What follows belongs to an exercise in optimizing a design on an open flow for small area, a short achievable clock period and few clock cycles; a production flow would make more cautious choices.
Only simulation tests tie the RTL to the original design; equivalence was not proved.
Power is estimated from default activity; no workload was simulated.

`design/flow/flow/run.sh`:
```
#!/bin/bash
# The standard layout (the standard.sh, all of its steps unchanged), except
# that the ports are buffered with sky130_fd_sc_hd__buf_2 rather than the
# buffer the placer picks by default (a delay cell). Every port still gets its
# own buffer. standard.sh's full output goes to standard.log here; ORFS's own
# per-step logs stay under orfs/logs.
set -e
export BUFFER_PORTS_ARGS="-buffer_cell sky130_fd_sc_hd__buf_2"
bash standard.sh > standard.log 2>&1
```
`design/flow/standard.sh`:
```
#!/bin/bash
# synth_recipe.tcl (not shown) runs the flow's synth.tcl, then flattens the netlist and writes it again
# the make line also repeats each setting of config.mk as NAME=value (left out here)
make -C /OpenROAD-flow-scripts/flow DESIGN_CONFIG=/design/flow/config.mk WORK_HOME=/design/flow/orfs CLKGATE_MAP_FILE= SYNTH_SCRIPT=/design/flow/synth_recipe.tcl "${@:-finish}"
```
`design/flow/config.mk`:
```
export PLATFORM = sky130hd
export DESIGN_NAME = ence464_core
export DESIGN_NICKNAME = ence464_core
export VERILOG_FILES = /design/flow/design.v
export SDC_FILE = /design/flow/constraint.sdc
export NUM_CORES = 4
export LEC_CHECK = 0
export CAP_MARGIN = 20
export CORE_MARGIN = 2
export CORE_UTILIZATION = 40
export SLEW_MARGIN = 20
```
`design/flow/constraint.sdc`:
```
create_clock -name core_clock -period 80.0 [get_ports {clk}]
set_input_delay 16.0000 -clock core_clock [delete_from_list [all_inputs] [get_ports {clk}]]
set_output_delay 16.0000 -clock core_clock [all_outputs]
set_load 0.01 [all_outputs]
```
`design/flow/design.v`:
```
module ence464_core (
    input             clk,
    input             rst,         
    input             cmd_valid,
    output            cmd_ready,
    input      [31:0] cmd,
    input      [31:0] ticks,       
    input             full_dh,     
    input             full_dy,     
    input             full_ah,     
    input             full_ay,     
    output reg        rsp_valid,
    output reg [2:0]  rsp_status,
    output reg [15:0] rsp_data,
    output reg [7:0]  rsp_events,
    output reg [3:0]  rsp_fatal,
    output reg [11:0] pub_disp_h,
    output reg [8:0]  pub_disp_y,
    output reg [6:0]  pub_act_h,
    output reg [6:0]  pub_act_y
);
    localparam [2:0] ST_OK = 3'd0, ST_BLOCKED = 3'd1, ST_ILL_CMD = 3'd2,
                     ST_ILL_OPND = 3'd3, ST_PROTOCOL = 3'd4, ST_HALTED = 3'd5,
                     ST_FATAL = 3'd6;
    localparam [1:0] HS_WFS = 2'd0, HS_SMP = 2'd1, HS_WFC = 2'd2, HS_CTL = 2'd3;
    localparam [3:0] OP_ILL = 4'd0, OP_BAD = 4'd1, OP_WR = 4'd2, OP_RD = 4'd3,
                     OP_MEAN = 4'd4, OP_EDGE = 4'd5, OP_REF = 4'd6, OP_YAW = 4'd7,
                     OP_SMP = 4'd8, OP_CTL = 4'd9, OP_TAKE_S = 4'd10,
                     OP_GIVE_C = 4'd11, OP_TAKE_C = 4'd12, OP_GIVE_S = 4'd13,
                     OP_SET_H = 4'd14, OP_SET_Y = 4'd15;
    localparam [1:0] K_NONE = 2'd0, K_SMP = 2'd1, K_CTL = 2'd2, K_REF = 2'd3;
    localparam [29:0] RELOAD_VALUE = 30'd1000000000;
    localparam [20:0] Q_UNIT = 21'd1953125;      
    wire in_ctl  = cmd[31:24] == 8'h40;
    wire in_smp  = cmd[31:24] == 8'h30;
    wire in_data = (cmd[31:24] == 8'h11) | (cmd[31:24] == 8'h12) | (cmd[31:24] == 8'h22);
    reg        rdy;
    reg        rst_r;         
    reg        s1_v;
    reg [7:0]  s1_top;        
    reg        s1_z1;         
    reg        s1_z2;         
    reg [11:0] s1_opd;
    reg        s1_sel;
    reg [29:0] s1_tk;
    reg        s1_tk_hi;      
    reg [3:0]  s1_full;       
    reg        nrdy;
    assign cmd_ready = ~nrdy;
    always @(posedge clk) begin
        rst_r <= rst;
        if (rst) s1_v <= 1'b0;
        else if (rdy) s1_v <= cmd_valid;
        if (rdy) begin
            s1_top    <= cmd[31:24];
            s1_z1     <= ~|cmd[23:17];
            s1_z2     <= ~|cmd[15:12];
            s1_opd    <= cmd[11:0];
            s1_sel    <= cmd[16];
            s1_tk     <= ticks[29:0];
            s1_tk_hi  <= |ticks[31:30];
            s1_full   <= {full_ay, full_ah, full_dy, full_dh};
        end
    end
    reg [11:0] rf0 [0:4];
    reg [4:0]  rf0_ok;        
    reg [11:0] rf1 [0:9];
    reg [9:0]  rf1_ok;
    reg [14:0] sum0;          
    reg [15:0] sum1;
    reg signed [8:0] qd_cnt;
    reg        qd_pa, qd_pb;
    reg        qd_ref_en;
    reg [11:0] smp_ground;
    reg        smp_cal_done;
    reg [11:0] ch_h;
    reg signed [8:0] ch_y;
    reg [3:0]  tgt_h;
    reg [4:0]  tgt_y;
    reg signed [47:0] pidh_i;    
    reg signed [47:0] pidy_i;    
    reg [29:0] last_ticks;
    reg [1:0]  hs;
    reg        fatal_s, fatal_c;
    reg [2:0]  eng_cnt;       
    reg [2:0]  dh_cnt;        
    reg [2:0]  smp_cnt;       
    wire [3:0] k_s   = s1_opd[3:0];
    wire z_lo   = s1_z1 & s1_z2;                  
    wire z_lo16 = z_lo & ~s1_sel;                 
    wire m_wr    = (s1_top == 8'h10) & z_lo;
    wire m_rd    = (s1_top == 8'h11) & z_lo & ~|s1_opd[11:4];
    wire m_mean  = (s1_top == 8'h12) & z_lo & ~|s1_opd;
    wire m_edge  = (s1_top == 8'h20) & z_lo16 & ~|s1_opd[11:2];
    wire m_ref   = (s1_top == 8'h21) & z_lo16 & ~|s1_opd;
    wire m_yaw   = (s1_top == 8'h22) & z_lo16 & ~|s1_opd;
    wire m_smp   = (s1_top == 8'h30) & z_lo16;
    wire m_ctl   = (s1_top == 8'h40) & z_lo16 & ~|s1_opd;
    wire m_takes = (s1_top == 8'h50) & z_lo16 & ~|s1_opd;
    wire m_givec = (s1_top == 8'h51) & z_lo16 & ~|s1_opd;
    wire m_takec = (s1_top == 8'h52) & z_lo16 & ~|s1_opd;
    wire m_gives = (s1_top == 8'h53) & z_lo16 & ~|s1_opd;
    wire m_seth  = (s1_top == 8'h60) & z_lo16 & ~|s1_opd[11:4];
    wire m_sety  = (s1_top == 8'h61) & z_lo16 & ~|s1_opd[11:5];
    wire rd_bad  = s1_sel ? (k_s >= 4'd10) : (k_s >= 4'd5);
    wire m_bad   = (m_rd & rd_bad) | (m_seth & (k_s > 4'd10)) | (m_sety & (s1_opd[4:0] > 5'd23));
    wire m_rdok  = m_rd & ~rd_bad;
    wire m_sethok = m_seth & ~(k_s > 4'd10);
    wire m_setyok = m_sety & ~(s1_opd[4:0] > 5'd23);
    wire [3:0] op = ({4{m_bad}}    & OP_BAD)    | ({4{m_wr}}     & OP_WR)     |
                    ({4{m_rdok}}   & OP_RD)     | ({4{m_mean}}   & OP_MEAN)   |
                    ({4{m_edge}}   & OP_EDGE)   | ({4{m_ref}}    & OP_REF)    |
                    ({4{m_yaw}}    & OP_YAW)    | ({4{m_smp}}    & OP_SMP)    |
                    ({4{m_ctl}}    & OP_CTL)    | ({4{m_takes}}  & OP_TAKE_S) |
                    ({4{m_givec}}  & OP_GIVE_C) | ({4{m_takec}}  & OP_TAKE_C) |
                    ({4{m_gives}}  & OP_GIVE_S) | ({4{m_sethok}} & OP_SET_H)  |
                    ({4{m_setyok}} & OP_SET_Y);
    reg  ge_rl, ge_vh, ge_vy;
    reg  g0, e0, g1, e1, g2, e2;
    integer b;
    wire [28:0] vh_lo, vy_lo;
    localparam [28:0] C_RL = 29'd400000000, C_VH = 29'd390625000, C_VY = 29'd33593750;
    always @(*) begin
        g0 = 1'b0; e0 = 1'b1; g1 = 1'b0; e1 = 1'b1; g2 = 1'b0; e2 = 1'b1;
        for (b = 28; b >= 0; b = b - 1) begin
            g0 = g0 | (e0 & s1_tk[b] & ~C_RL[b]);
            e0 = e0 & ~(s1_tk[b] ^ C_RL[b]);
            g1 = g1 | (e1 & vh_lo[b] & ~C_VH[b]);
            e1 = e1 & ~(vh_lo[b] ^ C_VH[b]);
            g2 = g2 | (e2 & vy_lo[b] & ~C_VY[b]);
            e2 = e2 & ~(vy_lo[b] ^ C_VY[b]);
        end
        ge_rl = g0 | e0;
        ge_vh = g1 | e1;
        ge_vy = g2 | e2;
    end
    wire s1_reload = ~(s1_tk_hi | s1_tk[29] | ge_rl);
    wire        sel   = s1_sel;
    wire [11:0] val12 = s1_opd;
    wire [3:0]  k     = s1_opd[3:0];
    wire        go    = s1_v & rdy;
    wire is_smp = op == OP_SMP;
    wire smp_ex = go & is_smp & ~fatal_s & (hs == HS_SMP);    
    wire [11:0] rd0_val = rf0_ok[k[2:0]] ? rf0[k[2:0]] : 12'd0;
    wire [11:0] rd1_val = rf1_ok[k] ? rf1[k] : 12'd0;
    wire [11:0] old0    = rf0_ok[0] ? rf0[0] : 12'd0;
    wire [11:0] old1    = rf1_ok[0] ? rf1[0] : 12'd0;
    wire        use1    = sel & ~is_smp;
    wire [11:0] old_val = use1 ? old1 : old0;
    wire signed [12:0] delta = $signed({1'b0, val12}) - $signed({1'b0, old_val});
    wire [15:0] sum_cur = use1 ? sum1 : {1'b0, sum0};
    wire [15:0] sum_new = sum_cur + {{3{delta[12]}}, delta};
    reg         s3_smp, s3_mean, s3_sel, s3_cal;
    wire [15:0] mean_num = (s3_mean & s3_sel) ? sum1 + 16'd5 : {sum0, 1'b0} + 16'd5;
    wire [11:0] mean     = mean_num / 16'd10;
    wire [3:0] dir_idx = {qd_pb, qd_pa, s1_opd[1], s1_opd[0]};
    reg signed [1:0] dir;
    always @(*) begin
        case (dir_idx)
            4'd1, 4'd7, 4'd8, 4'd14: dir = -2'sd1;
            4'd2, 4'd4, 4'd11, 4'd13: dir = 2'sd1;
            default: dir = 2'sd0;
        endcase
    end
    wire signed [9:0] cnt_sum  = qd_cnt + dir;
    wire signed [9:0] cnt_norm = (cnt_sum > 10'sd224)  ? cnt_sum - 10'sd448 :
                                 (cnt_sum < -10'sd223) ? cnt_sum + 10'sd448 : cnt_sum;
    wire        cnt_neg = qd_cnt[8];
    wire [7:0]  cnt_abs = cnt_neg ? -qd_cnt[7:0] : qd_cnt[7:0];
    wire [13:0] deg_p   = cnt_abs * 6'd45;
    wire [7:0]  deg_a   = deg_p / 14'd56;
    wire signed [8:0] yaw_deg = cnt_neg ? -$signed({1'b0, deg_a}) : $signed({1'b0, deg_a});
    wire [11:0] ground_eff = s3_cal ? mean : smp_ground;
    wire [12:0] hag_d      = {1'b0, ground_eff} - {1'b0, mean};
    wire [11:0] hag        = hag_d[12] ? 12'd0 : hag_d[11:0];
    wire [30:0] el_d   = {1'b0, last_ticks} - {1'b0, s1_tk};
    wire        dt_bad = s1_tk_hi | el_d[30] | (el_d == 31'd0);
    wire [29:0] el_new = el_d[29:0];
    reg [10:0] tgt_h100;
    always @(*) tgt_h100 = tgt_h * 7'd100;
    wire signed [12:0] eh     = $signed({2'b0, tgt_h100}) - $signed({1'b0, ch_h});
    wire               parked = (tgt_h == 4'd0) && (ch_h <= 12'd10);
    wire               clr_h  = (eh > -13'sd20) && (eh < 13'sd20);
    wire signed [12:0] Eh     = eh + (parked ? 13'sd0 : 13'sd500);
    reg signed [10:0] y_target;
    always @(*) begin
        if (tgt_y == 5'd23) y_target = 11'sd179;
        else                y_target = -11'sd165 + $signed({6'b0, tgt_y}) * 11'sd15;
    end
    wire signed [10:0] ye1      = y_target - ch_y;
    wire signed [10:0] ey11     = (ye1 > 11'sd180) ? 11'sd360 - ye1 : -ye1;
    wire signed [9:0]  ey       = ey11[9:0];
    wire               clr_y    = (ey > -10'sd2) && (ey < 10'sd2);
    wire signed [9:0]  Ey       = ey + (parked ? 10'sd0 : 10'sd40);
    reg [29:0] el;
    reg [15:0] mh;            
    reg [15:0] mEh;           
    reg [12:0] my;            
    reg [12:0] mEy;           
    reg [10:0] lh;            
    reg [7:0]  ly;            
    reg signed [32:0] dh;     
    reg signed [29:0] dy;     
    reg        eng_y;         
    reg        pub_h, pub_y;
    reg        vs_h, vs_y;    
    reg [27:0] v_w;           
    reg        v_pend, v_axis_y, v_neg, v_big, v_pub;
    wire ld;                  
    wire [15:0] mh0 = {{2{eh[12]}}, eh, 1'b0};
    wire [12:0] my0 = {{2{ey[9]}}, ey, 1'b0};
    wire [15:0] mEh0 = {{2{Eh[12]}}, Eh, 1'b0};
    wire [12:0] mEy0 = {{2{Ey[9]}}, Ey, 1'b0};
    wire        s2_ctl = go & (op == OP_CTL);
    wire [31:0] el3 = {2'b0, el} + {1'b0, el, 1'b0};
    reg  [3:0]  bd_h, bd_y, bd_Eh, bd_Ey;
    reg  [32:0] mg_h, mg_y;
    reg  [22:0] mc_h, mc_y;
    wire [3:0]  src_Eh = s2_ctl ? mEh0[15:12] : mEh[15:12];
    wire [3:0]  src_Ey = s2_ctl ? mEy0[12:9] : mEy[12:9];
    wire [29:0] el_m   = s2_ctl ? el_new : el;
    always @(*) begin
        if (s2_ctl) begin
            case (mh0[2:0])
                3'b001, 3'b010: bd_h = 4'b0001;
                3'b011:         bd_h = 4'b0010;
                3'b100:         bd_h = 4'b1010;
                3'b101, 3'b110: bd_h = 4'b1001;
                default:        bd_h = 4'b0000;
            endcase
            case (my0[2:0])
                3'b001, 3'b010: bd_y = 4'b0001;
                3'b011:         bd_y = 4'b0010;
                3'b100:         bd_y = 4'b1010;
                3'b101, 3'b110: bd_y = 4'b1001;
                default:        bd_y = 4'b0000;
            endcase
        end else begin
            case (mh[3:0])
                4'b0001, 4'b0010: bd_h = 4'b0001;
                4'b0011, 4'b0100: bd_h = 4'b0010;
                4'b0101, 4'b0110: bd_h = 4'b0011;
                4'b0111:          bd_h = 4'b0100;
                4'b1000:          bd_h = 4'b1100;
                4'b1001, 4'b1010: bd_h = 4'b1011;
                4'b1011, 4'b1100: bd_h = 4'b1010;
                4'b1101, 4'b1110: bd_h = 4'b1001;
                default:          bd_h = 4'b0000;
            endcase
            case (my[3:0])
                4'b0001, 4'b0010: bd_y = 4'b0001;
                4'b0011, 4'b0100: bd_y = 4'b0010;
                4'b0101, 4'b0110: bd_y = 4'b0011;
                4'b0111:          bd_y = 4'b0100;
                4'b1000:          bd_y = 4'b1100;
                4'b1001, 4'b1010: bd_y = 4'b1011;
                4'b1011, 4'b1100: bd_y = 4'b1010;
                4'b1101, 4'b1110: bd_y = 4'b1001;
                default:          bd_y = 4'b0000;
            endcase
        end
        case (src_Eh)
            4'b0001, 4'b0010: bd_Eh = 4'b0001;
            4'b0011, 4'b0100: bd_Eh = 4'b0010;
            4'b0101, 4'b0110: bd_Eh = 4'b0011;
            4'b0111:          bd_Eh = 4'b0100;
            4'b1000:          bd_Eh = 4'b1100;
            4'b1001, 4'b1010: bd_Eh = 4'b1011;
            4'b1011, 4'b1100: bd_Eh = 4'b1010;
            4'b1101, 4'b1110: bd_Eh = 4'b1001;
            default:          bd_Eh = 4'b0000;
        endcase
        case (src_Ey)
            4'b0001, 4'b0010: bd_Ey = 4'b0001;
            4'b0011, 4'b0100: bd_Ey = 4'b0010;
            4'b0101, 4'b0110: bd_Ey = 4'b0011;
            4'b0111:          bd_Ey = 4'b0100;
            4'b1000:          bd_Ey = 4'b1100;
            4'b1001, 4'b1010: bd_Ey = 4'b1011;
            4'b1011, 4'b1100: bd_Ey = 4'b1010;
            4'b1101, 4'b1110: bd_Ey = 4'b1001;
            default:          bd_Ey = 4'b0000;
        endcase
        case (bd_h[2:0])
            3'd1:    mg_h = {3'b0, el_m};
            3'd2:    mg_h = {2'b0, el_m, 1'b0};
            3'd3:    mg_h = {1'b0, el3};
            3'd4:    mg_h = {1'b0, el_m, 2'b0};
            default: mg_h = 33'd0;
        endcase
        case (bd_y[2:0])
            3'd1:    mg_y = {3'b0, el_m};
            3'd2:    mg_y = {2'b0, el_m, 1'b0};
            3'd3:    mg_y = {1'b0, el3};
            3'd4:    mg_y = {1'b0, el_m, 2'b0};
            default: mg_y = 33'd0;
        endcase
        case (bd_Eh[2:0])
            3'd1:    mc_h = 23'd390625;
            3'd2:    mc_h = 23'd781250;
            3'd3:    mc_h = 23'd1171875;
            3'd4:    mc_h = 23'd1562500;
            default: mc_h = 23'd0;
        endcase
        case (bd_Ey[2:0])
            3'd1:    mc_y = 23'd390625;
            3'd2:    mc_y = 23'd781250;
            3'd3:    mc_y = 23'd1171875;
            3'd4:    mc_y = 23'd1562500;
            default: mc_y = 23'd0;
        endcase
    end
    wire [47:0] ah   = (s2_ctl & clr_h) ? 48'd0 : pidh_i;
    wire [47:0] ay   = (s2_ctl & clr_y) ? 48'd0 : pidy_i;
    wire [49:0] hs_x = {ah[47], ah, 1'b1} + {{16{bd_h[3]}}, mg_h ^ {33{bd_h[3]}}, bd_h[3]};
    wire [49:0] ys_x = {ay[47], ay, 1'b1} + {{16{bd_y[3]}}, mg_y ^ {33{bd_y[3]}}, bd_y[3]};
    wire signed [48:0] hs_sum = hs_x[49:1];
    wire signed [48:0] ys_sum = ys_x[49:1];
    wire signed [48:0] h0_sum = hs_sum;
    wire signed [48:0] y0_sum = ys_sum;
    wire signed [32:0] dh_nx  = (s2_ctl ? 33'sd0 : (dh <<< 3)) +
                                (bd_Eh[3] ? -$signed({1'b0, mc_h}) : $signed({1'b0, mc_h}));
    wire signed [29:0] dy_nx  = (s2_ctl ? 30'sd0 : (dy <<< 3)) +
                                (bd_Ey[3] ? -$signed({1'b0, mc_y}) : $signed({1'b0, mc_y}));
    wire signed [48:0] xh     = {hs_sum[37:0], lh};
    wire signed [48:0] xy     = {ys_sum[40:0], ly};
    wire signed [47:0] xh_sat = (xh[48] ^ xh[47]) ? {xh[48], {47{~xh[48]}}} : xh[47:0];
    wire signed [47:0] xy_sat = (xy[48] ^ xy[47]) ? {xy[48], {47{~xy[48]}}} : xy[47:0];
    wire signed [37:0] vh     = $signed(pidh_i[47:11]) + dh;
    wire signed [38:0] vy     = $signed(pidy_i[47:10]) + dy;
    wire               vh_neg = vh[37];
    assign             vh_lo  = vh[28:0];
    wire               vh_big = ~vh[37] & ((|vh[36:29]) | ge_vh);
    wire               vy_neg = vy[38];
    assign             vy_lo  = {3'b0, vy[25:0]};
    wire               vy_big = ~vy[38] & ((|vy[37:26]) | ge_vy);
    wire [27:0]        vy5    = {vy[25:0], 2'b00} + {2'b00, vy[25:0]};
    wire [28:0] dv_t6 = {1'b0, v_w} - {2'b0, Q_UNIT, 6'b0};
    wire [26:0] dv_r6 = dv_t6[28] ? v_w[26:0] : dv_t6[26:0];
    wire [27:0] dv_t5 = {1'b0, dv_r6} - {2'b0, Q_UNIT, 5'b0};
    wire [25:0] dv_r5 = dv_t5[27] ? dv_r6[25:0] : dv_t5[25:0];
    wire [26:0] dv_t4 = {1'b0, dv_r5} - {2'b0, Q_UNIT, 4'b0};
    wire [24:0] dv_r4 = dv_t4[26] ? dv_r5[24:0] : dv_t4[24:0];
    wire [25:0] dv_t3 = {1'b0, dv_r4} - {2'b0, Q_UNIT, 3'b0};
    wire [23:0] dv_r3 = dv_t3[25] ? dv_r4[23:0] : dv_t3[23:0];
    wire [24:0] dv_t2 = {1'b0, dv_r3} - {2'b0, Q_UNIT, 2'b0};
    wire [22:0] dv_r2 = dv_t2[24] ? dv_r3[22:0] : dv_t2[22:0];
    wire [23:0] dv_t1 = {1'b0, dv_r2} - {2'b0, Q_UNIT, 1'b0};
    wire [21:0] dv_r1 = dv_t1[23] ? dv_r2[21:0] : dv_t1[21:0];
    wire [22:0] dv_t0 = {1'b0, dv_r1} - {2'b0, Q_UNIT};
    wire [6:0]  dv_q  = ~{dv_t6[28], dv_t5[27], dv_t4[26], dv_t3[25],
                          dv_t2[24], dv_t1[23], dv_t0[22]};
    wire [6:0] duty = v_neg ? 7'd0 : v_big ? (v_axis_y ? 7'd85 : 7'd99) : dv_q;
    reg        e_v;
    reg [2:0]  e_st;
    reg        e_hd;
    reg [1:0]  e_kind, e_sub;
    reg        e_r;
    reg        hold_w;        
    reg [11:0] hold_d;
    reg        hold_sx;
    reg        eng_load;
    reg        d_v   [1:6];
    reg        d_hd  [1:6];
    reg [3:0]  d_c   [1:6];   
    reg        d_r   [1:6];
    reg [11:0] d_hold;
    reg        d_hold_sx;
    assign ld = eng_load;
    always @(*) begin
        e_v = go; e_st = ST_OK; e_hd = 1'b0; e_kind = K_NONE; e_sub = 2'd0; e_r = 1'b0;
        hold_w = 1'b0; hold_d = 12'd0; hold_sx = 1'b0; eng_load = 1'b0;
        case (op)
            OP_BAD: e_st = ST_ILL_OPND;
            OP_RD: begin
                e_hd = 1'b1; hold_w = 1'b1; hold_d = sel ? rd1_val : rd0_val;
            end
            OP_MEAN: begin
                e_hd = 1'b1; hold_w = 1'b1;     
            end
            OP_YAW: begin
                e_hd = 1'b1; hold_w = 1'b1; hold_sx = 1'b1;
                hold_d = {{3{yaw_deg[8]}}, yaw_deg};
            end
            OP_REF: if (qd_ref_en) e_kind = K_REF;
            OP_SMP: begin
                if (fatal_s) e_st = ST_HALTED;
                else if (hs != HS_SMP) e_st = ST_PROTOCOL;
                else begin
                    e_kind = K_SMP;
                    if (s1_full[0])      begin e_st = ST_FATAL; e_sub = 2'd1; end
                    else if (s1_full[1]) begin e_st = ST_FATAL; e_sub = 2'd2; end
                end
            end
            OP_CTL: begin
                if (fatal_c) e_st = ST_HALTED;
                else if (hs != HS_CTL) e_st = ST_PROTOCOL;
                else begin
                    e_kind = K_CTL;
                    if (dt_bad) begin e_st = ST_FATAL; e_sub = 2'd1; end
                    else begin
                        eng_load = 1'b1;
                        e_r = s1_reload;
                        if (s1_full[2])      begin e_st = ST_FATAL; e_sub = 2'd2; end
                        else if (s1_full[3]) begin e_st = ST_FATAL; e_sub = 2'd3; end
                    end
                end
            end
            OP_TAKE_S: begin
                if (fatal_s) e_st = ST_HALTED;
                else if (hs != HS_WFS) e_st = ST_BLOCKED;
            end
            OP_GIVE_C: begin
                if (fatal_s) e_st = ST_HALTED;
                else if (hs != HS_SMP) e_st = ST_PROTOCOL;
            end
            OP_TAKE_C: begin
                if (fatal_c) e_st = ST_HALTED;
                else if (hs != HS_WFC) e_st = ST_BLOCKED;
            end
            OP_GIVE_S: begin
                if (fatal_c) e_st = ST_HALTED;
                else if (hs != HS_CTL) e_st = ST_PROTOCOL;
            end
            OP_ILL: e_st = ST_ILL_CMD;
            default: ;
        endcase
        if (!go) begin hold_w = 1'b0; eng_load = 1'b0; end
    end
    wire [2:0] eng_nx  = eng_load ? 3'd4 : (eng_cnt != 3'd0) ? eng_cnt - 3'd1 : 3'd0;
    wire [2:0] hold_nx = hold_w   ? 3'd5 : (dh_cnt  != 3'd0) ? dh_cnt  - 3'd1 : 3'd0;
    wire [2:0] smp_nx  = smp_ex   ? 3'd5 : (smp_cnt != 3'd0) ? smp_cnt - 3'd1 : 3'd0;
    wire       busy_e = eng_nx != 3'd0;
    wire       busy_d = hold_nx != 3'd0;
    wire       busy_s = smp_nx != 3'd0;
    wire       stall_new  = cmd_valid & ((in_ctl & busy_e) | (in_data & busy_d) | (in_smp & busy_s));
    wire       stall_held = s1_v & (((op == OP_CTL) & busy_e) | (((op == OP_RD) | (op == OP_MEAN) | (op == OP_YAW)) & busy_d) |
                                    ((op == OP_SMP) & busy_s));
    wire       stall_nx = rdy ? stall_new : stall_held;
    integer i;
    always @(posedge clk) begin
        d_v[1] <= e_v & ~rst_r; d_hd[1] <= e_hd; d_r[1] <= e_r;
        d_c[1] <= (e_kind == K_REF) ? 4'd6 :
                  (e_kind == K_SMP) ? 4'd7 + {2'b0, e_sub} :
                  (e_kind == K_CTL) ? 4'd10 + {2'b0, e_sub} : {1'b0, e_st};
        for (i = 2; i <= 6; i = i + 1) begin
            d_v[i] <= d_v[i-1] & ~rst_r; d_hd[i] <= d_hd[i-1];
            d_c[i] <= d_c[i-1]; d_r[i] <= d_r[i-1];
        end
        rsp_valid  <= d_v[6] & ~rst & ~rst_r;
        rsp_data   <= d_hd[6] ? {{4{d_hold_sx & d_hold[11]}}, d_hold} : 16'd0;
        case (d_c[6])
            4'd6:    begin rsp_status <= ST_OK;    rsp_events <= 8'h80; rsp_fatal <= 4'd0; end
            4'd7:    begin rsp_status <= ST_OK;    rsp_events <= 8'h0D; rsp_fatal <= 4'd0; end
            4'd8:    begin rsp_status <= ST_FATAL; rsp_events <= 8'h01; rsp_fatal <= 4'd1; end
            4'd9:    begin rsp_status <= ST_FATAL; rsp_events <= 8'h05; rsp_fatal <= 4'd2; end
            4'd10:   begin rsp_status <= ST_OK;    rsp_events <= {1'b0, d_r[6], 6'h32}; rsp_fatal <= 4'd0; end
            4'd11:   begin rsp_status <= ST_FATAL; rsp_events <= 8'h02; rsp_fatal <= 4'd5; end
            4'd12:   begin rsp_status <= ST_FATAL; rsp_events <= {1'b0, d_r[6], 6'h02}; rsp_fatal <= 4'd3; end
            4'd13:   begin rsp_status <= ST_FATAL; rsp_events <= {1'b0, d_r[6], 6'h12}; rsp_fatal <= 4'd4; end
            default: begin rsp_status <= d_c[6][2:0]; rsp_events <= 8'h00; rsp_fatal <= 4'd0; end
        endcase
        if (d_c[6] == 4'd7 || d_c[6] == 4'd8 || d_c[6] == 4'd9) begin
            pub_disp_h <= ch_h;
            pub_disp_y <= ch_y;
        end
        if (hold_w && op != OP_MEAN) begin
            d_hold    <= hold_d;
            d_hold_sx <= hold_sx;
        end
        if (s3_mean) begin
            d_hold    <= mean;
            d_hold_sx <= 1'b0;
        end
        if (v_pend && v_pub) begin
            if (v_axis_y) pub_act_y <= duty;
            else          pub_act_h <= duty;
        end
        s3_smp  <= smp_ex;
        s3_mean <= go & (op == OP_MEAN);
        s3_sel  <= sel;
        s3_cal  <= !smp_cal_done && tgt_h == 4'd0;
        if (rst_r) begin
            rdy          <= 1'b1;
            nrdy         <= 1'b0;
            eng_cnt      <= 3'd0;
            dh_cnt       <= 3'd0;
            smp_cnt      <= 3'd0;
            v_pend       <= 1'b0;
            vs_h         <= 1'b0;
            vs_y         <= 1'b0;
            eng_y        <= 1'b0;
            s3_smp       <= 1'b0;
            s3_mean      <= 1'b0;
            rf0_ok       <= 5'd0;
            rf1_ok       <= 10'd0;
            sum0         <= 15'd0;
            sum1         <= 16'd0;
            qd_cnt       <= 9'sd0;
            qd_pa        <= 1'b0;
            qd_pb        <= 1'b0;
            qd_ref_en    <= 1'b1;
            smp_ground   <= 12'd0;
            smp_cal_done <= 1'b0;
            ch_h         <= 12'd0;
            ch_y         <= 9'sd0;
            tgt_h        <= 4'd0;
            tgt_y        <= 5'd0;
            pidh_i       <= 48'sd0;
            pidy_i       <= 48'sd0;
            last_ticks   <= RELOAD_VALUE;
            hs           <= HS_WFS;
            fatal_s      <= 1'b0;
            fatal_c      <= 1'b0;
        end else begin
            rdy     <= ~stall_nx;
            nrdy    <= stall_nx;
            eng_cnt <= eng_nx;
            dh_cnt  <= hold_nx;
            smp_cnt <= smp_nx;
            if (s3_smp) begin
                if (s3_cal) begin
                    smp_ground   <= mean;
                    smp_cal_done <= 1'b1;
                end
                ch_h <= hag;
            end
            vs_h   <= 1'b0;
            vs_y   <= 1'b0;
            v_pend <= 1'b0;
            if (ld) begin
                pub_h  <= ~s1_full[2];
                pub_y  <= ~s1_full[2] & ~s1_full[3];
                eng_y  <= ~s1_full[2];
                el     <= el_new;
                mh     <= {{2{mh0[15]}}, mh0[15:2]};
                mEh    <= {mEh0[12:0], 3'b000};
                dh     <= dh_nx;
                pidh_i <= {h0_sum[48], h0_sum[48:2]};
                lh     <= {h0_sum[1:0], lh[10:2]};
                if (!s1_full[2]) begin
                    my     <= {{2{my0[12]}}, my0[12:2]};
                    mEy    <= {mEy0[9:0], 3'b000};
                    dy     <= dy_nx;
                    pidy_i <= {y0_sum[48], y0_sum[48:2]};
                    ly     <= {y0_sum[1:0], ly[7:2]};
                end
            end else begin
                if (eng_cnt != 3'd0) begin
                    mh  <= {{3{mh[15]}}, mh[15:3]};
                    mEh <= {mEh[12:0], 3'b000};
                    dh  <= dh_nx;
                    if (eng_cnt == 3'd1) begin
                        pidh_i <= xh_sat;
                        vs_h   <= 1'b1;
                    end else begin
                        pidh_i <= {{2{hs_sum[48]}}, hs_sum[48:3]};
                        lh     <= {hs_sum[2:0], lh[10:3]};
                    end
                end
                if (eng_y) begin
                    my  <= {{3{my[12]}}, my[12:3]};
                    mEy <= {mEy[9:0], 3'b000};
                    dy  <= dy_nx;
                    if (eng_cnt == 3'd2) begin
                        pidy_i <= xy_sat;
                        vs_y   <= 1'b1;
                        eng_y  <= 1'b0;
                    end else begin
                        pidy_i <= {{2{ys_sum[48]}}, ys_sum[48:3]};
                        ly     <= {ys_sum[2:0], ly[7:3]};
                    end
                end
            end
            if (vs_h) begin
                v_pend   <= 1'b1;
                v_axis_y <= 1'b0;
                v_neg    <= vh_neg;
                v_big    <= vh_big;
                v_w      <= vh[28:1];
                v_pub    <= pub_h;
            end
            if (vs_y) begin
                v_pend   <= 1'b1;
                v_axis_y <= 1'b1;
                v_neg    <= vy_neg;
                v_big    <= vy_big;
                v_w      <= vy5;
                v_pub    <= pub_y;
            end
            if (go) begin
                case (op)
                OP_WR: begin
                    if (sel) begin
                        for (i = 0; i < 9; i = i + 1) rf1[i] <= rf1[i+1];
                        rf1[9] <= val12;
                        rf1_ok <= {1'b1, rf1_ok[9:1]};
                        sum1 <= sum_new;
                    end else begin
                        for (i = 0; i < 4; i = i + 1) rf0[i] <= rf0[i+1];
                        rf0[4] <= val12;
                        rf0_ok <= {1'b1, rf0_ok[4:1]};
                        sum0 <= sum_new[14:0];
                    end
                end
                OP_EDGE: begin
                    qd_cnt <= cnt_norm[8:0];
                    qd_pa  <= s1_opd[0];
                    qd_pb  <= s1_opd[1];
                end
                OP_REF: qd_ref_en <= 1'b0;
                OP_SMP: begin
                    if (!fatal_s && hs == HS_SMP) begin
                        for (i = 0; i < 4; i = i + 1) rf0[i] <= rf0[i+1];
                        rf0[4] <= val12;
                        rf0_ok <= {1'b1, rf0_ok[4:1]};
                        sum0 <= sum_new[14:0];
                        ch_y <= yaw_deg;
                        if (s1_full[0] | s1_full[1]) fatal_s <= 1'b1;
                    end
                end
                OP_CTL: begin
                    if (!fatal_c && hs == HS_CTL) begin
                        if (dt_bad) fatal_c <= 1'b1;
                        else begin
                            last_ticks <= s1_reload ? RELOAD_VALUE : s1_tk;
                            if (s1_full[2] | s1_full[3]) fatal_c <= 1'b1;
                        end
                    end
                end
                OP_TAKE_S: if (!fatal_s && hs == HS_WFS) hs <= HS_SMP;
                OP_GIVE_C: if (!fatal_s && hs == HS_SMP) hs <= HS_WFC;
                OP_TAKE_C: if (!fatal_c && hs == HS_WFC) hs <= HS_CTL;
                OP_GIVE_S: if (!fatal_c && hs == HS_CTL) hs <= HS_WFS;
                OP_SET_H: tgt_h <= s1_opd[3:0];
                OP_SET_Y: tgt_y <= s1_opd[4:0];
                default: ;
                endcase
            end
        end
    end
endmodule
```
==> results of run 1 <==
worst max path at each step:
stage / depth (start not counted) / from / slack, ns / to
5_1_grt: 1 / pub_disp_h[4]$_DFFE_PP_ / 62.68 / pub_disp_h[4]
2_1_floorplan: 8 / cmd[25] / 63.06 / rdy$_SDFF_PP1_
3_3_place_gp: 10 / cmd[28] / 62.81 / rdy$_SDFF_PP1_
3_5_place_dp: 10 / cmd[28] / 62.76 / rdy$_SDFF_PP1_
4_1_cts: 1 / pub_disp_h[6]$_DFFE_PP_ / 62.69 / pub_disp_h[6]
6_report: 1 / pub_disp_h[4]$_DFFE_PP_ / 62.74 / pub_disp_h[4]
placed cells by master (no fill, tap or decap), drive strengths merged, types with 128 or more instances in the layout:
| cell | n |
|---|---|
| nand3 | 133 |
| nor2 | 658 |
| and2 | 231 |
| edfxtp | 477 |
| inv | 436 |
| o21ai | 426 |
| dfxtp | 331 |
| clkbuf | 128 |
| a21oi | 623 |
| nor3 | 145 |
| nand2 | 692 |
| xnor2 | 373 |
| buf | 230 |
| ha | 490 |
| xor2 | 151 |
registers in the layout (all words and copies together) (netlist names), 24 cells and up, named ones only:
name        cells
last_ticks     30
pidy_i         48
dh             33
pidh_i         48
s1_tk          30
rf1           120
d_c            24
dy             30
v_w            28
el             30
rf0            60
routing by layer:
layer | up-vias | wire length [um]
li1 | 26380 | -
met1 | 26080 | 85960
met5 | - | 13
met2 | 1820 | 82190
met4 | 2 | 5213
met3 | 308 | 12860
cell type report:
class	instances	area share, %
clock buffers	128	3.815
clock inverters	50	0.7637
inverters	430	2.363
multi-input cells	5671	56.59
flip-flops and latches	808	30.68
well taps	2044	3.744
repair buffers	230	2.049
metrics by stage:
step | std cells | total power, mW | hold WS [ns]
floorplan | 7197 | 0.4660 | 0.3096
CTS | 9361 | 0.9136 | 0.3170
global placement | 9182 | 0.4760 | 0.3104
global route | 9361 | 0.9315 | 0.3266
detailed placement | 9183 | 0.4764 | 0.3121
finish | 9361 | 0.9053 | 0.3179
where the power goes:
part	leakage, nW	switching, mW	internal [mW]	total, mW
sequential	7.01	0.00203	0.438	0.440
clock	1.52	0.187	0.250	0.437
combinational	18.7	0.0179	0.00945	0.0274
total	27.2	0.207	0.698	0.905
cell families (layout without fill, tap and decap cells):
group | after synthesis | after routing | share of synthesized area, %
AOI/OAI and AO/OA | 2168 | 2168 | 23.32
xor gates and xnor gates | 524 | 524 | 7.410
adders and majority gates | 555 | 555 | 11.38
buffers and inverters | 718 | 838 | 4.449
DFF | 808 | 808 | 33.66
muxes | 138 | 138 | 2.388
other | 1 | 1 | 0.006025
and+or+nand+nor | 2285 | 2285 | 17.38
==> flow_metrics.py, run 1 <==
metrics = {
    "flow_run": {
        "maxCapViolations": 0,
    },
    "pwr": {
        "vdd_drop_max_uv": 15.61,
        "power_density_nw_per_um2": 13.25,
        "leakage_nw": 27.24,
    },
    "timing": {
        "setup_viol": 0,
        "fin_ws_ns": 62.74,
        "post-route-period-util_pct": 21.58,
        "tightest_slew_ns": 1.101,
        "period_minus_slack_ns": 17.26,
        "slew_viol_final": 0,
        "setup_tns_ns": 0,
        "hold_viol_final": 0,
        "relSlewSlack_pct": 26.61,
        "finClkSkew_ns": 0.06394,
        "rsz0062_at_grt": "false",
        "fmax_ghz": 0.05794,
    },
    "grt": {
        "grt_pass1_wl_um": 288100,
        "met1_usage_pct": 31.98,
        "grt_pass1_vias": 50940,
        "grt_busiest_layer": "met2",
        "gr-usage-met2_pct": 35.86,
        "grt_util_all_layers_pct": 22.67,
        "grt_max_degree": 104,
        "antenna_found_initial": 8,
        "use_met3_pct": 3.261,
        "grt-ovfl-total": 0,
    },
    "final_layout": {
        "diodes": 0,
        "multiInputGateArea_sq_um": 38660,
        "nNetsFinal": 7826,
        "post-route-util_pct": 44.29,
        "regArea_sq_um": 20960,
        "fillCellCount": 15070,
        "area_delta_synth_final_pct": 9.764,
        "design_area_sq_um": 68310,
        "drive_gt1_share_pct": 7.694,
    },
    "clocking": {
        "cts.clk_slew.worst_paths_ns": 0.06,
        "tritoncts": "done",
        "ctsHoldBuffers": 0,
        "cts_inserted_buffers": 94,
        "cts_resized": 0,
        "cts_buffer_depth": 3,
        "cts_num_sinks": 808,
        "cts_root_buf": "clkbuf_16",
        "clkLatencyLatePin_ns": 0.74,
        "htreeDepth": 3,
        "cts_setup_buffers": 0,
    },
    "die": {
        "die_area_sq_um": 158800,
        "die_h_um": 398.5,
        "initial_core_util_pct": 40.35,
        "die_x_um": 398.5,
        "coreArea_sq_um": 154200,
        "ios": 139,
        "num_rows": 144,
    },
    "placed_design": {
        "io_buffers": 137,
        "gp_congestion": 0.9333,
        "hpwlAfterDp_um": 139700,
        "placed_area_sq_um": 65180,
        "post-place-ws_ns": 62.76,
    },
    "synthesis": {
        "synth_edf_count": 477,
        "syn_inst": 7197,
        "async_flop_share_pct": 0,
        "ys_warn_count": 7,
        "synthTopCellsByArea": "edfxtp_1 (23%), dfxtp_1 (11%), ha_1 (9.9%)",
        "ys_top_cells_by_count": "nand2_1 (692), nor2_1 (654), a21oi_1 (617), ha_1 (490), edfxtp_1 (477)",
        "synth_area_per_cell_sq_um": 8.648,
        "ys_seq_area_share_pct": 33.66,
        "synth_nets": 7788,
        "yosysTopAreaCellShare_pct": 23.01,
        "synth_flop_cell": "edfxtp_1",
        "synth_seq_cells": 808,
        "synth_top_cell_by_area": "edfxtp_1",
        "synth_cell_types": 125,
        "syn_area_sq_um": 62240,
        "synth_most_common_cell": "nand2_1",
    },
    "drt": {
        "antenna_left": 0,
        "dr.first_iter.drc_count": 5138,
        "viasPerCell": 5.831,
        "wire_per_inst_um": 19.90,
        "drt-total-wl_um": 186200,
        "drc_errors": 0,
        "drt-pass1-iter-count": 7,
        "route.vias.total": 54590,
    },
    "critical_path": {
        "critical_path.max_stage_delay_ns": 0.38,
        "path_class": "reg2out",
        "reg2reg_to": "dy[29]$_DFFE_PP_",
        "crit_chain": "buf_2",
        "worstPathRequired_ns": 64.00,
        "timing.rr.start": "tgt_y[2]$_SDFFE_PP0P_",
        "cp_slowest_cell": "edfxtp_1",
        "crit_family": "flip-flops",
        "regToRegSetupSlack_ns": 65.82,
        "crit_buf_inv": 1,
        "endpoint_kind": "primary output",
        "cp_data_arrival_time_ns": 1.26,
        "path_max_fanout": 1,
        "start_kind": "register",
        "reg2regPathDepth": 63,
    },
    "min_path": {
        "hold_depth": 0,
        "hold_path_class": "reg2reg",
        "hold_start": "d_c[4][3]$_DFF_P_",
        "worst_hold_path.endpoint": "d_c[5][3]$_DFF_P_",
    },
    "run_status": {
        "run_status": "timing/DRC/antenna clean",
    },
}
Testbench counts, summed over its fixed seeds: cycles 31,640.
==> run 2, diff against run 1 <==
==> design/flow/run.sh (new file) <==
#!/bin/bash
# synth_recipe.tcl (not shown) runs the flow's synth.tcl, then flattens the netlist and writes it again
# the make line also repeats each setting of config.mk as NAME=value (left out here)
make -C /OpenROAD-flow-scripts/flow DESIGN_CONFIG=/design/flow/config.mk WORK_HOME=/design/flow/orfs CLKGATE_MAP_FILE= SYNTH_SCRIPT=/design/flow/synth_recipe.tcl finish
removed: design/flow/flow/run.sh
removed: design/flow/standard.sh
==> flow_metrics.py, run 2 <==
metrics = {
    "placed_design": {
        "hpwlAfterDp_um": 140300,
        "post-place-ws_ns": 62.37,
        "io_buffers": 137,
        "placed_cells": 9183,
        "placed_area_sq_um": 65850,
        "gp_congestion": 0.9302,
    },
    "final_layout": {
        "layout_common_cells": "nand2_1 (691), nor2_1 (648), a21oi_1 (615)",
        "nNetsFinal": 7824,
        "final_cells": 9356,
        "area_delta_synth_final_pct": 11.01,
        "drive_gt1_share_pct": 5.787,
        "largest-register": "rf1",
        "design_area_sq_um": 69090,
        "reg_top3": "rf1: 120 flops, rf0: 60 flops",
        "final_common_cell": "nand2_1",
        "largest_reg_flops": 120,
    },
    "die": {
        "coreArea_sq_um": 154200,
        "die_h_um": 398.5,
        "initial_core_util_pct": 40.35,
        "die_x_um": 398.5,
        "die_area_sq_um": 158800,
        "num_rows": 144,
        "ios": 139,
    },
    "pwr": {
        "seqPwrFrac_pct": 48.0,
        "p_clk_share_pct": 48.8,
        "power.switching_uw": 208.0,
        "combPwrFrac_pct": 3.2,
        "swShare_pct": 22.67,
        "leakage_nw": 27.18,
        "power_density_nw_per_um2": 13.28,
        "p_int_uw": 709.4,
        "vdd_drop_max_uv": 15.97,
    },
    "drt": {
        "drc_errors": 0,
        "antenna_left": 0,
        "top_layer": "met4",
        "wl_met2_um": 83440,
        "wire_per_inst_um": 19.93,
        "viasPerCell": 5.788,
        "wl_met3_um": 12440,
        "wl_met1_um": 86380,
        "dr.first_iter.drc_count": 5096,
        "drt-total-wl_um": 186500,
        "drt-pass1-iter-count": 8,
        "route.vias.total": 54160,
    },
    "timing": {
        "tightest_slew_ns": 1.106,
        "setup_tns_ns": 0,
        "slew_viol_final": 0,
        "fin_ws_ns": 62.33,
        "relSlewSlack_pct": 25.36,
        "rsz0062_at_grt": "false",
        "post-route-period-util_pct": 22.08,
        "whs_ns": 0.3107,
        "finClkSkew_ns": 0.07300,
        "setup_viol": 0,
        "hold_viol_final": 0,
        "period_minus_slack_ns": 17.67,
        "fmax_ghz": 0.05661,
    },
    "min_path": {
        "hold_path_class": "reg2reg",
    },
    "critical_path": {
        "crit_family": "buffers and inverters",
        "path_max_fanout": 4,
        "path_class": "reg2out",
        "cp_data_arrival_time_ns": 1.67,
        "crit_buf_inv": 1,
        "cp_slowest_cell": "clkdlybuf4s50_1",
        "worstPathRequired_ns": 64.00,
        "start_kind": "register",
        "endpoint_kind": "primary output",
        "critical_path.max_stage_delay_ns": 0.56,
        "crit_chain": "clkdlybuf4s50_1",
    },
    "clocking": {
        "cts_resized": 0,
        "cts_inserted_buffers": 92,
        "clkLatencyLatePin_ns": 0.75,
        "cts_setup_buffers": 0,
        "cts_buffer_depth": 3,
        "tritoncts": "done",
        "ctsHoldBuffers": 0,
        "htreeDepth": 3,
        "cts_root_buf": "clkbuf_16",
        "cts_num_sinks": 808,
        "cts.clk_slew.worst_paths_ns": 0.06,
    },
    "grt": {
        "grt_max_degree": 91,
        "grt_pass1_vias": 51000,
        "grt-ovfl-total": 0,
        "antenna_found_initial": 5,
        "grt_util_all_layers_pct": 22.87,
        "grt_pass1_wl_um": 290400,
    },
    "run_status": {
        "run_status": "timing/DRC/antenna clean",
    },
    "synthesis": {
        "synth_flop_cell": "edfxtp_1",
        "synthSimpleGateAreaFrac_pct": 17.38,
        "synth_seq_cells": 808,
        "synthMuxAreaShare_pct": 2.388,
        "synth_top_family_by_area": "compound AO/OA/AOI/OAI gates",
        "synth_xor_xnor_area_share_pct": 7.410,
        "synth_most_common_cell": "nand2_1",
        "synth_edf_count": 477,
        "synthTopCellsByArea": "edfxtp_1 (23%), dfxtp_1 (11%), ha_1 (9.9%)",
        "synth_cell_types": 125,
        "syn_area_sq_um": 62240,
        "ys_top_cells_by_count": "nand2_1 (692), nor2_1 (654), a21oi_1 (617), ha_1 (490), edfxtp_1 (477)",
        "async_flop_share_pct": 0,
        "synth_top_cell_by_area": "edfxtp_1",
        "synth_compound_area_share_pct": 23.32,
        "ys_seq_area_share_pct": 33.66,
        "syn_inst": 7197,
        "synth_fa_ha_area_share_pct": 11.38,
        "ys_warn_count": 7,
        "synth_nets": 7788,
        "synth_area_per_cell_sq_um": 8.648,
        "yosysTopAreaCellShare_pct": 23.01,
    },
    "flow_run": {
        "maxCapViolations": 0,
    },
}
## run 2: through the flow
stage	util, %	power, mW
finish	44.80	0.9174
global route	44.79	0.9430
CTS	44.78	0.9262
detailed placement	42.70	0.4779
global placement	42.69	0.4776
floorplan	-	0.4660
## run 2: final cells by class
type	instances	area [sq um]
Inverter	430	1614
Sequential cell	808	20960
Fill cell	15070	85140
Multi-Input combinational cell	5671	38660
Clock buffer	129	2606
Antenna cell	3	7.507
Clock inverter	41	611.8
Tap cell	2044	2557
Timing Repair Buffer	230	2077
## run 2: power by group through the flow
stage | clock (mW) | sequential [mW] | combinational (mW)
final | 0.448 | 0.440 | 0.0290
after global routing | 0.471 | 0.440 | 0.0317
after CTS | 0.457 | 0.440 | 0.0288
after detailed placement | 0 | 0.449 | 0.0287
after global placement | 0 | 0.449 | 0.0283
after floorplan | 0 | 0.448 | 0.0178
## run 2: kinds of logic (layout without fill, tap and decap cells)
logic type,Yosys count,after routing
AOI/OAI and AO/OA,2168,2168
xor gates and xnor gates,524,524
adders and majority gates,555,555
buffers and inverters,718,830
DFF,808,808
muxes,138,138
other,1,4
and+or+nand+nor,2285,2285
## run 2: routing by layer
metal / vias to the layer above / global-route usage [%]
li1: 26380 / -
met4: 0 / 5.620
met2: 1714 / 36.51
met1: 25830 / 32.38
met3: 234 / 3.318
met5: - / 0
## run 2: path summary, 6_finish.rpt
kind	startpoint	to	slack, ns	depth (start not counted)
worst min register to register	d_r[3]$_DFF_P_	d_r[4]$_DFF_P_	0.31	0
worst max register to register	tgt_y[2]$_SDFFE_PP0P_	dy[29]$_DFFE_PP_	65.76	63
worst max-delay path	rsp_data[12]$_SDFF_PN0_	rsp_data[14]	62.33	1
worst min-delay path	d_r[3]$_DFF_P_	d_r[4]$_DFF_P_	0.31	0
==> run 3, diff against run 2 <==
--- a/design/flow/design.v
+++ b/design/flow/design.v
@@ -200,6 +200,6 @@
     reg [10:0] lh;            
     reg [7:0]  ly;            
-    reg signed [32:0] dh;     
-    reg signed [29:0] dy;     
+    reg signed [31:0] dh;     
+    reg signed [28:0] dy;     
     reg        eng_y;         
     reg        pub_h, pub_y;
@@ -319,7 +319,7 @@
     wire signed [48:0] h0_sum = hs_sum;
     wire signed [48:0] y0_sum = ys_sum;
-    wire signed [32:0] dh_nx  = (s2_ctl ? 33'sd0 : (dh <<< 3)) +
+    wire signed [31:0] dh_nx  = (s2_ctl ? 32'sd0 : (dh <<< 3)) +
                                 (bd_Eh[3] ? -$signed({1'b0, mc_h}) : $signed({1'b0, mc_h}));
-    wire signed [29:0] dy_nx  = (s2_ctl ? 30'sd0 : (dy <<< 3)) +
+    wire signed [28:0] dy_nx  = (s2_ctl ? 29'sd0 : (dy <<< 3)) +
                                 (bd_Ey[3] ? -$signed({1'b0, mc_y}) : $signed({1'b0, mc_y}));
     wire signed [48:0] xh     = {hs_sum[37:0], lh};
@@ -327,13 +327,12 @@
     wire signed [47:0] xh_sat = (xh[48] ^ xh[47]) ? {xh[48], {47{~xh[48]}}} : xh[47:0];
     wire signed [47:0] xy_sat = (xy[48] ^ xy[47]) ? {xy[48], {47{~xy[48]}}} : xy[47:0];
-    wire signed [37:0] vh     = $signed(pidh_i[47:11]) + dh;
-    wire signed [38:0] vy     = $signed(pidy_i[47:10]) + dy;
-    wire               vh_neg = vh[37];
-    assign             vh_lo  = vh[28:0];
-    wire               vh_big = ~vh[37] & ((|vh[36:29]) | ge_vh);
-    wire               vy_neg = vy[38];
-    assign             vy_lo  = {3'b0, vy[25:0]};
-    wire               vy_big = ~vy[38] & ((|vy[37:26]) | ge_vy);
-    wire [27:0]        vy5    = {vy[25:0], 2'b00} + {2'b00, vy[25:0]};
+    wire signed [38:0] vv     = (vs_y ? $signed(pidy_i[47:10]) : $signed(pidh_i[47:11])) +
+                                (vs_y ? $signed(dy) : $signed(dh));
+    wire               vv_neg = vv[38];
+    assign             vh_lo  = vv[28:0];
+    assign             vy_lo  = {3'b0, vv[25:0]};
+    wire               vh_big = ~vv[38] & ((|vv[37:29]) | ge_vh);
+    wire               vy_big = ~vv[38] & ((|vv[37:26]) | ge_vy);
+    wire [27:0]        vy5    = {vv[25:0], 2'b00} + {2'b00, vv[25:0]};
     wire [28:0] dv_t6 = {1'b0, v_w} - {2'b0, Q_UNIT, 6'b0};
     wire [26:0] dv_r6 = dv_t6[28] ? v_w[26:0] : dv_t6[26:0];
@@ -576,7 +575,7 @@
                 v_pend   <= 1'b1;
                 v_axis_y <= 1'b0;
-                v_neg    <= vh_neg;
+                v_neg    <= vv_neg;
                 v_big    <= vh_big;
-                v_w      <= vh[28:1];
+                v_w      <= vv[28:1];
                 v_pub    <= pub_h;
             end
@@ -584,5 +583,5 @@
                 v_pend   <= 1'b1;
                 v_axis_y <= 1'b1;
-                v_neg    <= vy_neg;
+                v_neg    <= vv_neg;
                 v_big    <= vy_big;
                 v_w      <= vy5;
==> design/flow/flow/run.sh (new file) <==
#!/bin/bash
# The standard layout (the standard.sh, all of its steps unchanged), except
# that the ports are buffered with sky130_fd_sc_hd__buf_2 rather than the
# buffer the placer picks by default (a delay cell). Every port still gets its
# own buffer. standard.sh's full output goes to standard.log here; ORFS's own
# per-step logs stay under orfs/logs.
set -e
export BUFFER_PORTS_ARGS="-buffer_cell sky130_fd_sc_hd__buf_2"
bash standard.sh > standard.log 2>&1
==> design/flow/standard.sh (new file) <==
#!/bin/bash
# synth_recipe.tcl (not shown) runs the flow's synth.tcl, then flattens the netlist and writes it again
# the make line also repeats each setting of config.mk as NAME=value (left out here)
make -C /OpenROAD-flow-scripts/flow DESIGN_CONFIG=/design/flow/config.mk WORK_HOME=/design/flow/orfs CLKGATE_MAP_FILE= SYNTH_SCRIPT=/design/flow/synth_recipe.tcl "${@:-finish}"
--- a/design/flow/config.mk
+++ b/design/flow/config.mk
@@ -9,3 +9,4 @@
 export CORE_MARGIN = 2
 export CORE_UTILIZATION = 40
+export CTS_BUF_LIST = sky130_fd_sc_hd__clkbuf_4 sky130_fd_sc_hd__clkbuf_8
 export SLEW_MARGIN = 20
removed: design/flow/run.sh
==> flow_metrics.py, run 3 <==
metrics = {
    "clocking": {
        "cts_root_buf": "clkbuf_8",
        "cts_resized": 0,
        "htreeDepth": 4,
        "cts_buffer_depth": 3,
        "ctsHoldBuffers": 0,
        "cts_setup_buffers": 0,
        "clkLatencyLatePin_ns": 0.92,
        "cts_num_sinks": 806,
        "tritoncts": "done",
        "cts.clk_slew.worst_paths_ns": 0.05,
        "cts_inserted_buffers": 148,
    },
    "critical_path": {
        "crit_family": "flip-flops",
        "worstPathRequired_ns": 64.00,
        "path_class": "reg2out",
        "cp_data_arrival_time_ns": 1.50,
        "crit_chain": "buf_2",
        "path_max_fanout": 1,
        "critical_path.max_stage_delay_ns": 0.44,
        "start_kind": "register",
        "crit_buf_inv": 1,
        "cp_slowest_cell": "dfxtp_1",
        "endpoint_kind": "primary output",
    },
    "synthesis": {
        "synth_xor_xnor_area_share_pct": 7.530,
        "synth_nets": 7737,
        "synth_fa_ha_area_share_pct": 10.45,
        "synth_top_cell_by_area": "edfxtp_1",
        "synthMuxAreaShare_pct": 3.549,
        "synth_edf_count": 475,
        "synthTopCellsByArea": "edfxtp_1 (23%), dfxtp_1 (11%), ha_1 (9.1%)",
        "synth_cell_types": 130,
        "synthSimpleGateAreaFrac_pct": 17.66,
        "ys_seq_area_share_pct": 33.67,
        "synth_compound_area_share_pct": 22.66,
        "syn_inst": 7185,
        "synth_area_per_cell_sq_um": 8.636,
        "syn_area_sq_um": 62050,
        "ys_warn_count": 7,
        "async_flop_share_pct": 0,
        "synth_flop_cell": "edfxtp_1",
        "synth_seq_cells": 806,
        "synth_most_common_cell": "nand2_1",
        "yosysTopAreaCellShare_pct": 22.99,
        "ys_top_cells_by_count": "nand2_1 (692), nor2_1 (643), a21oi_1 (584), edfxtp_1 (475), ha_1 (452)",
        "synth_top_family_by_area": "compound AO/OA/AOI/OAI gates",
    },
    "min_path": {
        "hold_path_class": "reg2reg",
    },
    "final_layout": {
        "largest_reg_flops": 120,
        "area_delta_synth_final_pct": 9.772,
        "reg_top3": "rf1: 120 flops, rf0: 60 flops",
        "final_cells": 9423,
        "final_common_cell": "nand2_1",
        "design_area_sq_um": 68110,
        "largest-register": "rf1",
        "layout_common_cells": "nand2_1 (691), nor2_1 (638), a21oi_1 (583)",
        "drive_gt1_share_pct": 10.28,
        "nNetsFinal": 7800,
        "post-route-util_pct": 44.21,
    },
    "die": {
        "coreArea_sq_um": 154000,
        "ios": 139,
        "die_area_sq_um": 158300,
        "initial_core_util_pct": 40.28,
        "die_h_um": 397.9,
        "num_rows": 144,
        "die_x_um": 397.9,
    },
    "placed_design": {
        "post-place-ws_ns": 62.25,
        "placed_area_sq_um": 64740,
        "io_buffers": 137,
        "placed_cells": 9140,
        "gp_congestion": 1.012,
        "hpwlAfterDp_um": 139100,
    },
    "pwr": {
        "p_int_uw": 685.8,
        "seqPwrFrac_pct": 48.3,
        "combPwrFrac_pct": 3.0,
        "vdd_drop_max_uv": 15.50,
        "leakage_nw": 27.21,
        "finalPower_uw": 910.4,
        "p_clk_share_pct": 48.7,
        "power_density_nw_per_um2": 13.37,
        "power.switching_uw": 224.5,
        "swShare_pct": 24.66,
    },
    "timing": {
        "relSlewSlack_pct": 20.03,
        "fmax_ghz": 0.05715,
        "rsz0062_at_grt": "false",
        "hold_viol_final": 0,
        "post-route-period-util_pct": 21.87,
        "fin_ws_ns": 62.50,
        "setup_tns_ns": 0,
        "period_minus_slack_ns": 17.50,
        "tightest_slew_ns": 1.187,
        "setup_viol": 0,
        "whs_ns": 0.3252,
        "finClkSkew_ns": 0.07561,
        "slew_viol_final": 0,
    },
    "run_status": {
        "run_status": "timing/DRC/antenna clean",
    },
    "grt": {
        "antenna_found_initial": 5,
        "grt_pass1_vias": 51480,
        "grt_pass1_wl_um": 290500,
        "grt_util_all_layers_pct": 22.92,
        "grt_max_degree": 91,
        "grt-ovfl-total": 0,
    },
    "drt": {
        "drt-total-wl_um": 187200,
        "viasPerCell": 5.771,
        "drc_errors": 0,
        "route.vias.total": 54380,
        "dr.first_iter.drc_count": 5062,
        "wire_per_inst_um": 19.87,
        "antenna_left": 0,
        "drt-pass1-iter-count": 7,
    },
    "flow_run": {
        "maxCapViolations": 0,
    },
}
[run 3: cell types whose count changed in the layout (fill, tap and decap cells not counted), moves of 57 or more]
cell             delta
and2_1             -57
buf_2             +137
clkbuf_8          +154
clkbuf_16          -96
mux2_2             +79
clkdlybuf4s50_1   -137
[run 3: power by group through the flow]
| stage | clock (mW) | combinational (mW) | sequential (mW) |
|---|---|---|---|
| floorplan | 0 | 0.0184 | 0.447 |
| detailed placement | 0 | 0.0270 | 0.449 |
| CTS | 0.453 | 0.0272 | 0.440 |
| global placement | 0 | 0.0266 | 0.449 |
| global route | 0.472 | 0.0303 | 0.440 |
| finish | 0.443 | 0.0274 | 0.440 |
[run 3: worst paths after layout]
kind,start,to,slack (ns),cells after the start
worst max register to register,tgt_y[2]$_SDFFE_PP0P_,dy[28]$_DFFE_PP_,66.37,64
worst min register to register,d_c[4][3]$_DFF_P_,d_c[5][3]$_DFF_P_,0.33,0
worst max-delay path,rsp_valid$_DFF_P_,rsp_valid,62.50,1
worst min-delay path,d_c[4][3]$_DFF_P_,d_c[5][3]$_DFF_P_,0.33,0
[run 3: per-layer routing]
metal | vias to the layer above | track usage (%) | wire, um
met1 | 25870 | 31.41 | 85490
li1 | 26310 | - | -
met3 | 379 | 3.608 | 11650
met2 | 1823 | 36.07 | 83070
met5 | - | 0 | 0
met4 | 0 | 8.915 | 6994
[run 3: cells by family after synthesis]
logic type / Yosys count
multiplexers: 200
flip-flops: 806
AND/OR/NAND/NOR: 2315
AO/OA/AOI/OAI: 2112
other: 1
XOR/XNOR: 530
buffers and inverters: 715
adder cells (fa/ha/maj): 506
[run 3: cell type report]
class	instances	area, sq um
Inverter	417	1565
Multi-Input combinational cell	5664	38480
Sequential cell	806	20900
Timing Repair Buffer	211	1265
Clock buffer	215	2628
Tap cell	2044	2557
Clock inverter	60	695.7
Fill cell	15130	85940
Antenna cell	6	15.01
Testbench counts of run 3, summed over its fixed seeds: cycles 31,640.
==> run 4, diff against run 3 <==
--- a/design/flow/config.mk
+++ b/design/flow/config.mk
@@ -9,4 +9,3 @@
 export CORE_MARGIN = 2
 export CORE_UTILIZATION = 40
-export CTS_BUF_LIST = sky130_fd_sc_hd__clkbuf_4 sky130_fd_sc_hd__clkbuf_8
 export SLEW_MARGIN = 20
==> flow_metrics.py, run 4 <==
metrics = {
    "die": {
        "ios": 139,
        "die_h_um": 397.9,
        "coreArea_sq_um": 154000,
        "num_rows": 144,
        "initial_core_util_pct": 40.28,
        "die_area_sq_um": 158300,
        "die_x_um": 397.9,
    },
    "drt": {
        "wire_per_inst_um": 19.96,
        "route.vias.total": 54080,
        "antenna_left": 0,
        "drt-pass1-iter-count": 8,
        "drt-total-wl_um": 186000,
        "drc_errors": 0,
        "dr.first_iter.drc_count": 5225,
        "viasPerCell": 5.804,
    },
    "critical_path": {
        "critical_path.max_stage_delay_ns": 0.44,
        "crit_chain": "buf_2",
        "crit_family": "flip-flops",
        "crit_buf_inv": 1,
        "endpoint_kind": "primary output",
        "cp_data_arrival_time_ns": 1.36,
        "path_class": "reg2out",
        "regToRegSetupSlack_ns": 66.37,
        "start_kind": "register",
        "timing.rr.start": "tgt_y[2]$_SDFFE_PP0P_",
        "cp_slowest_cell": "dfxtp_1",
        "path_max_fanout": 1,
        "reg2reg_to": "dy[28]$_DFFE_PP_",
        "worstPathRequired_ns": 64.00,
        "reg2regPathDepth": 64,
    },
    "grt": {
        "grt-ovfl-total": 0,
        "grt_max_degree": 91,
        "grt_util_all_layers_pct": 22.73,
        "grt_pass1_wl_um": 288700,
        "antenna_found_initial": 4,
        "grt_pass1_vias": 50920,
    },
    "final_layout": {
        "area_delta_synth_final_pct": 9.582,
        "final_common_cell": "nand2_1",
        "reg_top3": "rf1: 120 flops, rf0: 60 flops",
        "fillCellCount": 15060,
        "design_area_sq_um": 67990,
        "largest_reg_flops": 120,
        "largest-register": "rf1",
        "post-route-util_pct": 44.14,
        "layout_common_cells": "nand2_1 (691), nor2_1 (638), a21oi_1 (583)",
        "nNetsFinal": 7744,
        "final_cells": 9318,
        "drive_gt1_share_pct": 8.733,
    },
    "placed_design": {
        "gp_congestion": 1.012,
        "post-place-ws_ns": 62.25,
        "placed_area_sq_um": 64740,
        "hpwlAfterDp_um": 139100,
        "placed_cells": 9140,
        "io_buffers": 137,
    },
    "synthesis": {
        "synth_area_per_cell_sq_um": 8.636,
        "synthTopCellsByArea": "edfxtp_1 (23%), dfxtp_1 (11%), ha_1 (9.1%)",
        "ys_seq_area_share_pct": 33.67,
        "synth_nets": 7737,
        "synth_seq_cells": 806,
        "async_flop_share_pct": 0,
        "yosysTopAreaCellShare_pct": 22.99,
        "synth_top_cell_by_area": "edfxtp_1",
        "ys_warn_count": 7,
        "ys_top_cells_by_count": "nand2_1 (692), nor2_1 (643), a21oi_1 (584), edfxtp_1 (475), ha_1 (452)",
        "synth_edf_count": 475,
        "syn_area_sq_um": 62050,
        "syn_inst": 7185,
        "synth_most_common_cell": "nand2_1",
        "synth_flop_cell": "edfxtp_1",
        "synth_cell_types": 130,
    },
    "clocking": {
        "cts_inserted_buffers": 92,
        "cts_buffer_depth": 3,
        "cts_num_sinks": 806,
        "htreeDepth": 3,
        "ctsHoldBuffers": 0,
        "cts_root_buf": "clkbuf_16",
        "clkLatencyLatePin_ns": 0.76,
        "cts.clk_slew.worst_paths_ns": 0.06,
        "cts_setup_buffers": 0,
        "tritoncts": "done",
        "cts_resized": 0,
    },
    "timing": {
        "hold_viol_final": 0,
        "whs_ns": 0.3254,
        "relSlewSlack_pct": 16.30,
        "rsz0062_at_grt": "false",
        "finClkSkew_ns": 0.08825,
        "setup_tns_ns": 0,
        "slew_viol_final": 0,
        "post-route-period-util_pct": 21.70,
        "tightest_slew_ns": 1.242,
        "fmax_ghz": 0.05761,
        "fin_ws_ns": 62.64,
        "setup_viol": 0,
        "period_minus_slack_ns": 17.36,
    },
    "min_path": {
        "hold_depth": 0,
        "hold_path_class": "reg2reg",
        "worst_hold_path.endpoint": "d_c[3][1]$_DFF_P_",
        "hold_start": "d_c[2][1]$_DFF_P_",
    },
    "flow_run": {
        "maxCapViolations": 0,
    },
    "pwr": {
        "vdd_drop_max_uv": 18.41,
        "power_density_nw_per_um2": 13.45,
        "leakage_nw": 27.00,
        "finalPower_uw": 914.4,
    },
    "run_status": {
        "run_status": "timing/DRC/antenna clean",
    },
}
==> run 4: cell counts after synthesis <==
Identical to the previous run, type by type.
==> run 4: kinds of logic after synthesis <==
family / Yosys count / synth area share, %
fa+ha+maj: 506 / 10.45
buf+inv: 715 / 4.471
compound gates: 2112 / 22.66
simple gates: 2315 / 17.66
other cells: 1 / 0.006044
mux: 200 / 3.549
flops: 806 / 33.67
xor+xnor: 530 / 7.530
==> run 4: metal layers <==
layer,GRT usage [%],vias up,part of all wire (%),routed length [um]
met4,8.110,2,3.7,6937
met3,2.986,334,5.9,11060
met5,0,-,0.0070,13
met1,31.50,25820,46,85090
li1,-,26180,-,-
met2,36.14,1752,45,82870
==> run 4: final cells by class <==
class | instances | area, sq um | share of cell area (%)
clock inverter | 41 | 599.3 | 0.8814
timing repair buffer | 211 | 1257 | 1.849
inverter | 417 | 1565 | 2.302
multi-input combinational | 5664 | 38480 | 56.60
antenna | 3 | 7.507 | 0.01104
tap | 2044 | 2557 | 3.761
sequential | 806 | 20900 | 30.74
clock buffer | 132 | 2621 | 3.855
==> run 4: worst max path at each step <==
stage,startpoint,to,cells past startpoint
after floorplan,cmd[24],rdy$_SDFF_PP1_,7
after detailed placement,cmd[24],rdy$_SDFF_PP1_,8
after global routing,rsp_valid$_DFF_P_,rsp_valid,1
after global placement,cmd[24],rdy$_SDFF_PP1_,8
final,rsp_valid$_DFF_P_,rsp_valid,1
after CTS,rsp_valid$_DFF_P_,rsp_valid,1
==> run 4: power by group <==
| part | switching [mW] | internal, mW |
|---|---|---|
| sequential | 0.00272 | 0.437 |
| combinational | 0.0176 | 0.00981 |
| clock | 0.190 | 0.258 |

port drivers added, routing unchanged:
The flow's constraints put no driver on any port. The routed layouts listed below were extracted and timed again, unchanged, in two steps.
Step 1 sets driving cells, clkbuf_16 on the clock port and buf_2 on the other inputs (assumed; they add their load-dependent delay and slew).
Step 2, shift: input delay + t, output delay - t, t = (earliest + latest rising clock arrival at the registers) / 2. This alone moves slack from input paths to output paths.
Slacks: no drivers / after step 1 / after step 2; pairs: no drivers / after step 1.
run | t, ns | setup WS [ns] | worst setup path at the end | worst register clock-pin slew, ns
run 1 | 0.789 | 62.740 / 62.657 / 62.772 | input to register | 0.07 / 0.07
run 2 | 0.794 | 62.334 / 62.253 / 62.370 | input to register | 0.07 / 0.07
run 3 | 0.960 | 62.502 / 62.424 / 62.270 | input to register | 0.08 / 0.08
run 4 | 0.798 | 62.641 / 62.559 / 62.260 | input to register | 0.07 / 0.07
After both steps setup and hold are still met in every run listed. The setup slack of run 4, which loses most, moves by -0.082 ns with the drivers and by -0.381 ns with both steps.
